Context: an optimization exercise on an open-source flow, tuned for small area and a short achievable clock period. The choices shown serve that exercise and are no tape-out recipe.
The RTL was checked by simulation tests, not by an equivalence proof against the original design.
Power figures rest on the tool's default switching activity, not on a simulated workload.

== run A ==
==> flow/design.v (excerpt) <==
module viking_core (
    input  wire        clk,
    input  wire        rst,           
    input  wire [31:0] budget,        
    output wire        mem_req,
    output wire        mem_we,
    output wire [14:0] mem_addr,
    output wire [23:0] mem_wdata,
    input  wire [23:0] mem_rdata,
    input  wire        mem_ready,
    output wire        done,
    output wire [23:0] reg_a,
    output wire [23:0] reg_b,
    output wire [14:0] reg_x1,
    output wire [14:0] reg_x2,
    output wire [14:0] reg_x3,
    output wire [14:0] reg_pc,
    output wire        flag_overflow,
    output wire        flag_halted,
    output wire [63:0] cost_cycles,
    output wire        diag_valid,
    output wire [5:0]  diag_op,
    output wire [14:0] diag_fa
);
==> flow/config.mk <==
export PLATFORM = sky130hd
export DESIGN_NAME = viking_core
export DESIGN_NICKNAME = viking_core
export VERILOG_FILES = /design/flow/design.v
export SDC_FILE = /design/flow/constraint.sdc
export NUM_CORES = 4
export LEC_CHECK = 0
export CAP_MARGIN = 20
export CORE_MARGIN = 2
export CORE_UTILIZATION = 45
export PLACE_DENSITY = 0.7
export SLEW_MARGIN = 20
==> flow/constraint.sdc <==
create_clock -name core_clock -period 12.0 [get_ports {clk}]
set_input_delay 2.4000 -clock core_clock [delete_from_list [all_inputs] [get_ports {clk}]]
set_output_delay 2.4000 -clock core_clock [all_outputs]
set_load 0.01 [all_outputs]
standard.sh (not shown) runs the stock make flow with config.mk's settings and CLKGATE_MAP_FILE= SYNTH_SCRIPT=/design/flow/synth_recipe.tcl, a recipe that flattens the netlist after the stock synthesis.
==> flow/flow/run.sh <==
#!/bin/bash
set -uo pipefail
bash standard.sh SETUP_SLACK_MARGIN=7 finish > standard_make.log 2>&1
status=$?
exit $status
Having completed the whole flow, run A delivered a layout that passed the timing, design-rule and antenna checks.
Testbench counts of run A, summed over its fixed seeds: clk cycles 266,924.
## Diff of input files: run B against run A
# run A
export LEC_CHECK = 0
export CAP_MARGIN = 20
export CORE_MARGIN = 2
export CORE_UTILIZATION = 45
export PLACE_DENSITY = 0.7
export SLEW_MARGIN = 20
create_clock -name core_clock -period 12.0 [get_ports {clk}]
# run B
export LEC_CHECK = 0
export CAP_MARGIN = 20
export CORE_MARGIN = 2
export CORE_UTILIZATION = 40
export GPL_ROUTABILITY_DRIVEN = 0
export PLACE_DENSITY = 0.6
export SLEW_MARGIN = 20
create_clock -name core_clock -period 12.0 [get_ports {clk}]
==> run summary <==
Summary of run B over run A: number of gates resized after CTS moved down; register fraction of the total cell area level; critical path depth level; delay contributed by the slowest stage of the critical path moved up; count of buffers not belonging to the clock network in the layout moved down. Est. power | run B vs run A | run B lower. Looking at worst-path cell with the longest stage delay, the or3_1 result is from run A; the a2111oi_0 one comes from run B. Delta (run B minus run A): routed wire length shows a reduction of 8100 um, post-synthesis to final-layout area growth did not really move. Run B ended up with M[17] as its start point of the critical path; run A ended up with M[11].
Input changes introduced in run C (baseline for comparison: run B):
# run B
export LEC_CHECK = 0
export CAP_MARGIN = 20
export CORE_MARGIN = 2
export CORE_UTILIZATION = 40
export GPL_ROUTABILITY_DRIVEN = 0
export PLACE_DENSITY = 0.6
export SLEW_MARGIN = 20
create_clock -name core_clock -period 12.0 [get_ports {clk}]
# run C
export LEC_CHECK = 0
export CAP_MARGIN = 5
export CORE_MARGIN = 2
export CORE_UTILIZATION = 40
export PLACE_DENSITY = 0.6
export SLEW_MARGIN = 5
create_clock -name core_clock -period 12.0 [get_ports {clk}]
## What came out
Die footprint: run B vs run C identical
Of run B and run C, run C shows the higher post-route met1 wirelength, with run B below it.
Between run B and run C, worst slack on hold paths increased.
Run C finished all stages; the layout is clean.
For run D, these inputs were changed with respect to run C:
# run C
export LEC_CHECK = 0
export CAP_MARGIN = 5
export CORE_MARGIN = 2
export CORE_UTILIZATION = 40
export PLACE_DENSITY = 0.6
export SLEW_MARGIN = 5
create_clock -name core_clock -period 12.0 [get_ports {clk}]
# run D
export LEC_CHECK = 0
export CAP_MARGIN = 20
export CORE_MARGIN = 2
export CORE_UTILIZATION = 40
export PLACE_DENSITY = 0.6
export SLEW_MARGIN = 20
create_clock -name core_clock -period 12.0 [get_ports {clk}]
Notes after the runs:
Of run D and run C, run D shows the higher period utilization, with run C below it. Between run D and run C, it is run D whose count of clock-buffer cells in the layout is higher, by 1.9%. Looking at run D and run C, the met2 usage in global routing is a wash. Worst setup slack before clock tree synthesis for run D: 0.030 ns down relative to run C. The number of inserted filler cells in the final layout was comparable across run D and run C. Maximum vdd ir drop went up by more than a quarter going from run C to run D. On final standard cell area without fillers, run D tracks run C almost exactly. On minimum clock period after layout, the lower figure sits with run C, not run D. Via total after detailed routing grows slightly when moving from run C to run D. From run D to run C, deepest clock path buffer count did not move at all. On cell count, run D and run C are neck and neck.


v28:
Another version of the RTL of viking_core (not shown whole).
Size: about 4,700 cells after synthesis, ~330 flip-flops, ~36,000 µm² of cells after synthesis.
clock: 12.0 ns
lec_check: 0
cap_margin: 5
core_margin: 2
core_utilization: 40
place_density: 0.6
slew_margin: 5
Scripts as last shown in full above: flow/flow/run.sh
Testbench counts of v28, summed over its fixed seeds: clk cycles 266,924.
### v28 -> v38
==> flow/flow/run.sh <==
#!/bin/bash
set -uo pipefail
bash standard.sh SETUP_SLACK_MARGIN=7.25 finish > standard_make.log 2>&1
status=$?
exit $status
==> comparison <==
Looking at path depth of the worst reg2reg path, v38 sits below v28.
On routing usage on met3: v38 sits above v28.
Logic depth of the worst setup path including buffers delta for v38 relative to v28: 7 lower
Comparing v38 against v28, there is no change at all in clock sink count.
Summary of v38 over v28: count of plain and timing-repair buffers in the layout climbed about 20%; final cell utilization of the core increased by 2.1 points relative to the old numbers; number of antenna violations at the first check in global routing higher.
Multi-input gate count of v28 is on par with v38.
In the final reports, the cell area of v38 is larger than that of v28.


viking_core, a different RTL version from the one above (not shown whole).
Size: ~4800 cells after synthesis, about 330 flip-flops, ~300 I/O pins, roughly 36000 µm² of cells after synthesis.
==> flow/config.mk <==
export PLATFORM = sky130hd
export DESIGN_NAME = viking_core
export DESIGN_NICKNAME = viking_core
export VERILOG_FILES = /design/flow/design.v
export SDC_FILE = /design/flow/constraint.sdc
export NUM_CORES = 4
export LEC_CHECK = 0
export CAP_MARGIN = 20
export CORE_MARGIN = 2
export CORE_UTILIZATION = 50
export PLACE_DENSITY = 0.65
export SLEW_MARGIN = 20
==> flow/constraint.sdc <==
create_clock -name core_clock -period 12.0 [get_ports {clk}]
set_input_delay 2.4000 -clock core_clock [delete_from_list [all_inputs] [get_ports {clk}]]
set_output_delay 2.4000 -clock core_clock [all_outputs]
set_load 0.01 [all_outputs]
==> flow/flow/run.sh <==
#!/bin/bash
set -uo pipefail
bash standard.sh SETUP_SLACK_MARGIN=7 finish > standard_make.log 2>&1
status=$?
exit $status
The starting point completed with no timing, DRC or antenna violations.
Testbench counts at the start, summed over its fixed seeds: clk cycles 266,924.
Then changed:
--- a/flow/config.mk
+++ b/flow/config.mk
@@ -8,5 +8,5 @@
 export CAP_MARGIN = 20
 export CORE_MARGIN = 2
-export CORE_UTILIZATION = 50
-export PLACE_DENSITY = 0.65
+export CORE_UTILIZATION = 40
+export PLACE_DENSITY = 0.6
 export SLEW_MARGIN = 20
What happened:
- wire length rises by about 4%
- core utilization shrinks by 12 points
- maximum frequency stays flat
Then changed:
==> flow/run.sh (new file) <==
#!/bin/bash
# synth_recipe.tcl (not shown) runs the flow's synth.tcl, then flattens the netlist and writes it again
# the make line also repeats each setting of config.mk as NAME=value (left out here)
make -C /OpenROAD-flow-scripts/flow DESIGN_CONFIG=/design/flow/config.mk WORK_HOME=/design/flow/orfs CLKGATE_MAP_FILE= SYNTH_SCRIPT=/design/flow/synth_recipe.tcl finish
--- a/flow/config.mk
+++ b/flow/config.mk
@@ -10,3 +10,4 @@
 export CORE_UTILIZATION = 40
 export PLACE_DENSITY = 0.6
+export SETUP_SLACK_MARGIN = 5
 export SLEW_MARGIN = 20
removed: flow/flow/run.sh
removed: flow/standard.sh
The new run completed with no timing, DRC or antenna violations.
Power went down by 7.0%.
Hold slack loses 9.4 ps.
Final cell count came out lower by 2.6%.
Core utilization drops by 3.4 points.
Synthesized area is unchanged.
Die area does not change.

-- separate check: timing with driven ports --
The flow's constraints put no driver on any port. The routed layouts listed below were extracted and timed again, unchanged, in two steps. Step 1 (the two cells are an assumption about what drives the block):
set clk [get_ports {clk}]
set_driving_cell -lib_cell sky130_fd_sc_hd__clkbuf_16 $clk
set_driving_cell -lib_cell sky130_fd_sc_hd__buf_2 [delete_from_list [all_inputs] $clk]
Step 2 times the ports against the registers' clock, not the clock port: input delays grow and output delays shrink by t, the midpoint of the rising clock arrivals with the driver on. Slacks: ideal / step 1 / step 2; pairs: ideal / step 1.
run | t, ns | setup WS [ns] | hold WS [ns] | worst setup path after step 2 | pins driven straight from the clock port
run A | 0.669 | 6.810 / 6.810 / 6.270 | 0.498 / 0.498 / 0.498 | input to register | 1
run B | 0.698 | 6.785 / 6.771 / 6.419 | 0.449 / 0.449 / 0.449 | input to register | 1
run C | 0.657 | 6.890 / 6.818 / 6.364 | 0.467 / 0.467 / 0.467 | input to register | 1
run D | 0.659 | 6.868 / 6.798 / 6.374 | 0.454 / 0.454 / 0.454 | input to register | 1
v28 | 0.662 | 7.003 / 6.938 / 6.458 | 0.477 / 0.477 / 0.477 | input to register | 1
v38 | 0.675 | 7.130 / 7.073 / 6.462 | 0.484 / 0.484 / 0.484 | input to register | 1
the first run of note 3 | 0.681 | 6.876 / 6.808 / 6.252 | 0.468 / 0.468 / 0.468 | input to register | 1
the second run of note 3 | 0.678 | 6.889 / 6.815 / 6.318 | 0.465 / 0.465 / 0.465 | input to register | 1
the third run of note 3 | 0.687 | 5.368 / 5.296 / 5.211 | 0.456 / 0.456 / 0.456 | input to register | 1
After both steps setup and hold are still met in every run listed. For v38, which loses most, drivers alone change the setup slack by -0.057 ns; drivers and shift together by -0.668 ns.
